This design comes from an exercise in tuning for small area on the open sky130 flow, not from production work. In this exercise RTL edits were held to simulation tests only and were not proved equivalent to the original. Power figures rest on the tool's default switching activity, not on a simulated workload.

==> flow/design.v (excerpt) <==
module cklink (
    input             clk,
    input             rst,
    input             cmd_valid,
    input      [23:0] cmd_word,
    output            cmd_ready,
    output reg        rsp_valid,
    output     [15:0] rsp_word,
    output            busy,
    output            mem_req,
    output            mem_we,
    output reg [15:0] mem_addr,
    output     [7:0]  mem_wdata,
    input             mem_ack,
    input      [7:0]  mem_rdata,
    output            tx_valid,
    output reg [7:0]  tx_data,
    input             tx_ready,
    input             rx_valid,
    input      [7:0]  rx_data,
    output            rx_pop,
    input      [31:0] now_ms
);
export LEC_CHECK = 0
export ABC_AREA = 1
export ABC_CLOCK_PERIOD_IN_PS = 10000
export CAP_MARGIN = 20
export CORE_MARGIN = 2
export CORE_UTILIZATION = 70
export SETUP_SLACK_MARGIN = 0.2
export SLEW_MARGIN = 20
create_clock -name core_clock -period 10.0 [get_ports {clk}]
standard.sh (not shown) runs the stock make flow with config.mk's settings and CLKGATE_MAP_FILE= SYNTH_SCRIPT=/design/flow/synth_recipe.tcl, a recipe that flattens the netlist after the stock synthesis.
==> flow/flow/run.sh <==
#!/bin/bash
# ORFS layout with the standard synthesis script and standard floorplan,
# power grid and taps, and these changes:
#  - synthesis maps the logic with an area-oriented ABC script (abc_area.script:
#    amap, no buffering or upsizing); registers are mapped as in the standard flow,
#  - ports are buffered with the smallest buffer instead of clkdlybuf4s50_1,
#  - CTS uses clkbuf_4 and inserts no dummy loads,
#  - cells off the critical paths are downsized before detailed placement.
# Each make run's full output goes to a log file here; ORFS keeps each tool's
# log under orfs/logs.
set -euo pipefail
here=$(pwd)
rm -rf "$here/scripts_abc"
cp -r "$FLOW_HOME/scripts" "$here/scripts_abc"
cp "$here/flow/abc_area.script" "$here/scripts_abc/abc_area.script"
bash standard.sh "SCRIPTS_DIR=$here/scripts_abc" synth > "$here/run_synth.log" 2>&1
bash standard.sh \
  "BUFFER_PORTS_ARGS=-buffer_cell sky130_fd_sc_hd__buf_1" \
  "CTS_ARGS=-sink_clustering_enable -repair_clock_nets -dont_use_dummy_load -buf_list sky130_fd_sc_hd__clkbuf_4" \
  "PRE_DETAIL_PLACE_TCL=$here/flow/recover.tcl" \
  finish > "$here/run_layout.log" 2>&1
==> flow/flow/abc_area.script <==
strash
dch -f
amap -F 10 -A 20
topo
stime -c
dnsize -c
==> flow/flow/recover.tcl <==
# Downsize cells on paths with timing slack before detailed placement.
estimate_parasitics -placement
repair_timing -recover_power 100
Next try:
==> flow/run.sh (new file) <==
#!/bin/bash
# synth_recipe.tcl (not shown) runs the flow's synth.tcl, then flattens the netlist and writes it again
# the make line also repeats each setting of config.mk as NAME=value (left out here)
make -C /OpenROAD-flow-scripts/flow DESIGN_CONFIG=/design/flow/config.mk WORK_HOME=/design/flow/orfs CLKGATE_MAP_FILE= SYNTH_SCRIPT=/design/flow/synth_recipe.tcl finish
CTS_BUF_LIST = sky130_fd_sc_hd__clkbuf_4   (was default)
SETUP_SLACK_MARGIN = default   (was 0.2)
removed: flow/flow/run.sh
removed: flow/flow/abc_area.script
removed: flow/flow/recover.tcl
removed: flow/standard.sh
Effect: The changed run completed with no timing, DRC or antenna violations. Register-to-register slack improves by 380 ps. Die area increases by 11%. Total power goes up by 18%. Sequential cell count stays the same. Worst setup slack improved by 380 ps. Synthesized cell count rises by 35%. Worst hold slack improved by 9.8 ps. Routed wire length is higher by 4.7%. Maximum frequency rose by 4.2%. Final area rises by 15%.
Next try:
==> flow/flow/run.sh (new file) <==
#!/bin/bash
# ORFS layout with the standard synthesis script and standard floorplan,
# power grid and taps, and these changes:
#  - synthesis maps the logic with an area-oriented ABC script (abc_area.script:
#    amap, no buffering or upsizing); registers are mapped as in the standard flow,
#  - ports are buffered with the smallest buffer instead of clkdlybuf4s50_1,
#  - CTS uses clkbuf_8 with clusters of up to 12 sinks and inserts no dummy loads,
#  - cells off the critical paths are downsized before detailed placement.
# Each make run's full output goes to a log file here; ORFS keeps each tool's
# log under orfs/logs.
set -euo pipefail
here=$(pwd)
rm -rf "$here/scripts_abc"
cp -r "$FLOW_HOME/scripts" "$here/scripts_abc"
cp "$here/flow/abc_area.script" "$here/scripts_abc/abc_area.script"
bash standard.sh "SCRIPTS_DIR=$here/scripts_abc" synth > "$here/run_synth.log" 2>&1
bash standard.sh \
  "BUFFER_PORTS_ARGS=-buffer_cell sky130_fd_sc_hd__buf_1" \
  "CTS_ARGS=-sink_clustering_enable -repair_clock_nets -dont_use_dummy_load -buf_list sky130_fd_sc_hd__clkbuf_8 -sink_clustering_size 12 -sink_clustering_max_diameter 50" \
  "PRE_DETAIL_PLACE_TCL=$here/flow/recover.tcl" \
  finish > "$here/run_layout.log" 2>&1
==> flow/flow/abc_area.script (new file) <==
strash
dch -f
amap -F 10 -A 20
topo
stime -c
dnsize -c
==> flow/flow/recover.tcl (new file) <==
# Downsize cells on paths with timing slack before detailed placement.
estimate_parasitics -placement
repair_timing -recover_power 100
==> flow/standard.sh (new file) <==
#!/bin/bash
# synth_recipe.tcl (not shown) runs the flow's synth.tcl, then flattens the netlist and writes it again
# the make line also repeats each setting of config.mk as NAME=value (left out here)
make -C /OpenROAD-flow-scripts/flow DESIGN_CONFIG=/design/flow/config.mk WORK_HOME=/design/flow/orfs CLKGATE_MAP_FILE= SYNTH_SCRIPT=/design/flow/synth_recipe.tcl "${@:-finish}"
CTS_BUF_LIST = default   (was sky130_fd_sc_hd__clkbuf_4)
SETUP_SLACK_MARGIN = 0.2   (was default)
removed: flow/run.sh
Result:
- first-iteration DRC count climbs by 18%
- sequential power is about the same
- via count drops by 8.9%
Next try:
==> flow/flow/run.sh (replaced) <==
#!/bin/bash
# Standard ORFS layout (standard synthesis, floorplan, power grid and taps),
# with three changes:
#  - ports are buffered with the smallest buffer instead of clkdlybuf4s50_1,
#  - CTS uses clkbuf_4 and inserts no dummy loads,
#  - cells off the critical paths are downsized before detailed placement.
set -euo pipefail
here=$(pwd)
bash standard.sh \
  "BUFFER_PORTS_ARGS=-buffer_cell sky130_fd_sc_hd__buf_1" \
  "CTS_ARGS=-sink_clustering_enable -repair_clock_nets -dont_use_dummy_load -buf_list sky130_fd_sc_hd__clkbuf_4" \
  "PRE_DETAIL_PLACE_TCL=$here/flow/recover.tcl" \
  finish > "$here/run_standard.log" 2>&1
SETUP_SLACK_MARGIN = default   (was 0.2)
removed: flow/flow/abc_area.script
Final area came out higher by 7.6%.
Utilization came out lower by 3.4 points.
Wire length came out higher by 2.4%.
Clock-buffer cell count came out higher by 34.
Die area came out higher by 11%.
Clock power came out higher by 17%.
Non-clock buffer count came out lower by 29.
Synthesized cell count came out higher by 35%.
Setup slack gets better by 82 ps.
Global-route usage came out lower by 3.0 points.

---

== run a ==
cklink, a different RTL version from the one above (not shown whole).
Size in the first run: roughly 1100 cells after synthesis, roughly 220 flip-flops, about 130 I/O pins, ~12000 um^2 of cells after synthesis.
Settings: LEC_CHECK=0, ABC_AREA=1, ABC_CLOCK_PERIOD_IN_PS=10000, CAP_MARGIN=20, CORE_MARGIN=2, CORE_UTILIZATION=70, SETUP_SLACK_MARGIN=0.2, SLEW_MARGIN=20; clock period 10.0 ns.
==> flow/flow/run.sh <==
#!/bin/bash
# ORFS layout with the standard synthesis script and standard floorplan,
# power grid and taps, and these changes:
#  - synthesis maps the logic with an area-oriented ABC script (abc_area.script:
#    amap, no buffering or upsizing); registers are mapped as in the standard flow,
#  - ports are buffered with the smallest buffer instead of clkdlybuf4s50_1,
#  - CTS uses clkbuf_8 with clusters of up to 16 sinks and inserts no dummy loads,
#  - cells off the critical paths are downsized before detailed placement.
# Each make run's full output goes to a log file here; ORFS keeps each tool's
# log under orfs/logs.
set -euo pipefail
here=$(pwd)
rm -rf "$here/scripts_abc"
cp -r "$FLOW_HOME/scripts" "$here/scripts_abc"
cp "$here/flow/abc_area.script" "$here/scripts_abc/abc_area.script"
bash standard.sh "SCRIPTS_DIR=$here/scripts_abc" synth > "$here/run_synth.log" 2>&1
bash standard.sh \
  "BUFFER_PORTS_ARGS=-buffer_cell sky130_fd_sc_hd__buf_1" \
  "CTS_ARGS=-sink_clustering_enable -repair_clock_nets -dont_use_dummy_load -buf_list sky130_fd_sc_hd__clkbuf_8 -sink_clustering_size 16 -sink_clustering_max_diameter 60" \
  "PRE_DETAIL_PLACE_TCL=$here/flow/recover.tcl" \
  finish > "$here/run_layout.log" 2>&1
==> flow/flow/abc_area.script <==
strash
dch -f
amap -F 10 -A 20
strash
dch -f
amap -F 10 -A 20
topo
stime -c
dnsize -c
==> flow/flow/recover.tcl <==
# Downsize cells on paths with timing slack before detailed placement.
estimate_parasitics -placement
repair_timing -recover_power 100
Per the final summary, run a finished and its layout is clean on timing, DRC and antenna.
Input-level comparison between run b and run a:
# run a
export LEC_CHECK = 0
export ABC_AREA = 1
export ABC_CLOCK_PERIOD_IN_PS = 10000
export CAP_MARGIN = 20
export CORE_MARGIN = 2
export CORE_UTILIZATION = 70
export SETUP_SLACK_MARGIN = 0.2
export SLEW_MARGIN = 20
create_clock -name core_clock -period 10.0 [get_ports {clk}]
# run b
export LEC_CHECK = 0
export ABC_AREA = 1
export ABC_CLOCK_PERIOD_IN_PS = 10000
export CAP_MARGIN = 20
export CORE_MARGIN = 2
export CORE_UTILIZATION = 75
export SETUP_SLACK_MARGIN = 0.2
export SLEW_MARGIN = 20
create_clock -name core_clock -period 10.0 [get_ports {clk}]
Notes after the runs:
- Going from run a to run b, combinational power +about 3%, utilization of the core after routing +6.4 points, clock network fraction of total power ~0 delta, total power divided by cell area +about 2.2%, final design area excluding fillers ~0 delta.

---

cklink with an RTL version that a note above also has.
Size in the first run: roughly 230 flip-flops, roughly 130 I/O pins, about 0.012 mm2 of cells after synthesis.
clock: 10.0 ns
lec_check: 0
abc_area: 1
abc_clock_period_in_ps: 10000
cap_margin: 20
core_margin: 2
core_utilization: 75
setup_slack_margin: 0.2
slew_margin: 20
Scripts as last shown in full above: flow/flow/run.sh, flow/flow/abc_area.script, flow/flow/recover.tcl
The starting point passed the timing, DRC and antenna checks.
Change:
--- a/flow/config.mk
+++ b/flow/config.mk
@@ -10,5 +10,5 @@
 export CAP_MARGIN = 20
 export CORE_MARGIN = 2
-export CORE_UTILIZATION = 75
+export CORE_UTILIZATION = 70
 export SETUP_SLACK_MARGIN = 0.2
 export SLEW_MARGIN = 20
The new run finished clean.
Cell count rose by 0.41%.
Die area rose by 6.9%.
Synthesized area does not change.
Via count fell by 3.6%.
Setup slack improves by 71 ps.
Flip-flop and latch count stays the same.
Clock power rose by 4.3%.
Combinational power fell by about 3%.
Wire length fell by 2.7%.
First-iteration DRC count fell by 12%.
Cell area is about the same.

static timing again, ports no longer ideal:
How much do the figures lean on ideal ports? The routed layouts below were timed once more, with nothing changed but the port constraints.
Step 1: set_driving_cell puts a clkbuf_16 on clk and a buf_2 on each other input, an assumption about the parent block.
Step 2, shift: input delay + t, output delay - t, t = (earliest + latest rising clock arrival at the registers) / 2. This alone moves slack from input paths to output paths.
a / b / c = ideal / step 1 / step 2; a / b = the first two.
run	shift t [ns]	setup slack, ns	slew at the worst register clock pin (ns)	worst data-port slew with drivers (ns)
the first run of note 1	0.686	0.570 / 0.570 / 0.570	0.08 / 0.08	0.05
the second run of note 1	0.742	0.952 / 0.952 / 0.952	0.08 / 0.08	0.05
the third run of note 1	0.581	0.491 / 0.491 / 0.491	0.09 / 0.09	0.05
the fourth run of note 1	0.740	0.573 / 0.573 / 0.573	0.07 / 0.07	0.04
run a	0.563	0.485 / 0.505 / -0.058	0.11 / 0.11	0.04
run b	0.581	0.194 / 0.218 / -0.363	0.11 / 0.11	0.07
the first run of note 3	0.571	0.589 / 0.589 / 0.589	0.11 / 0.11	0.04
the second run of note 3	0.573	0.660 / 0.660 / 0.660	0.12 / 0.12	0.04
With both steps, setup timing fails in run a and run b, where it was met with ideal ports. The setup slack of run b, which loses most, moves by +0.024 ns with the drivers and by -0.557 ns with both steps.
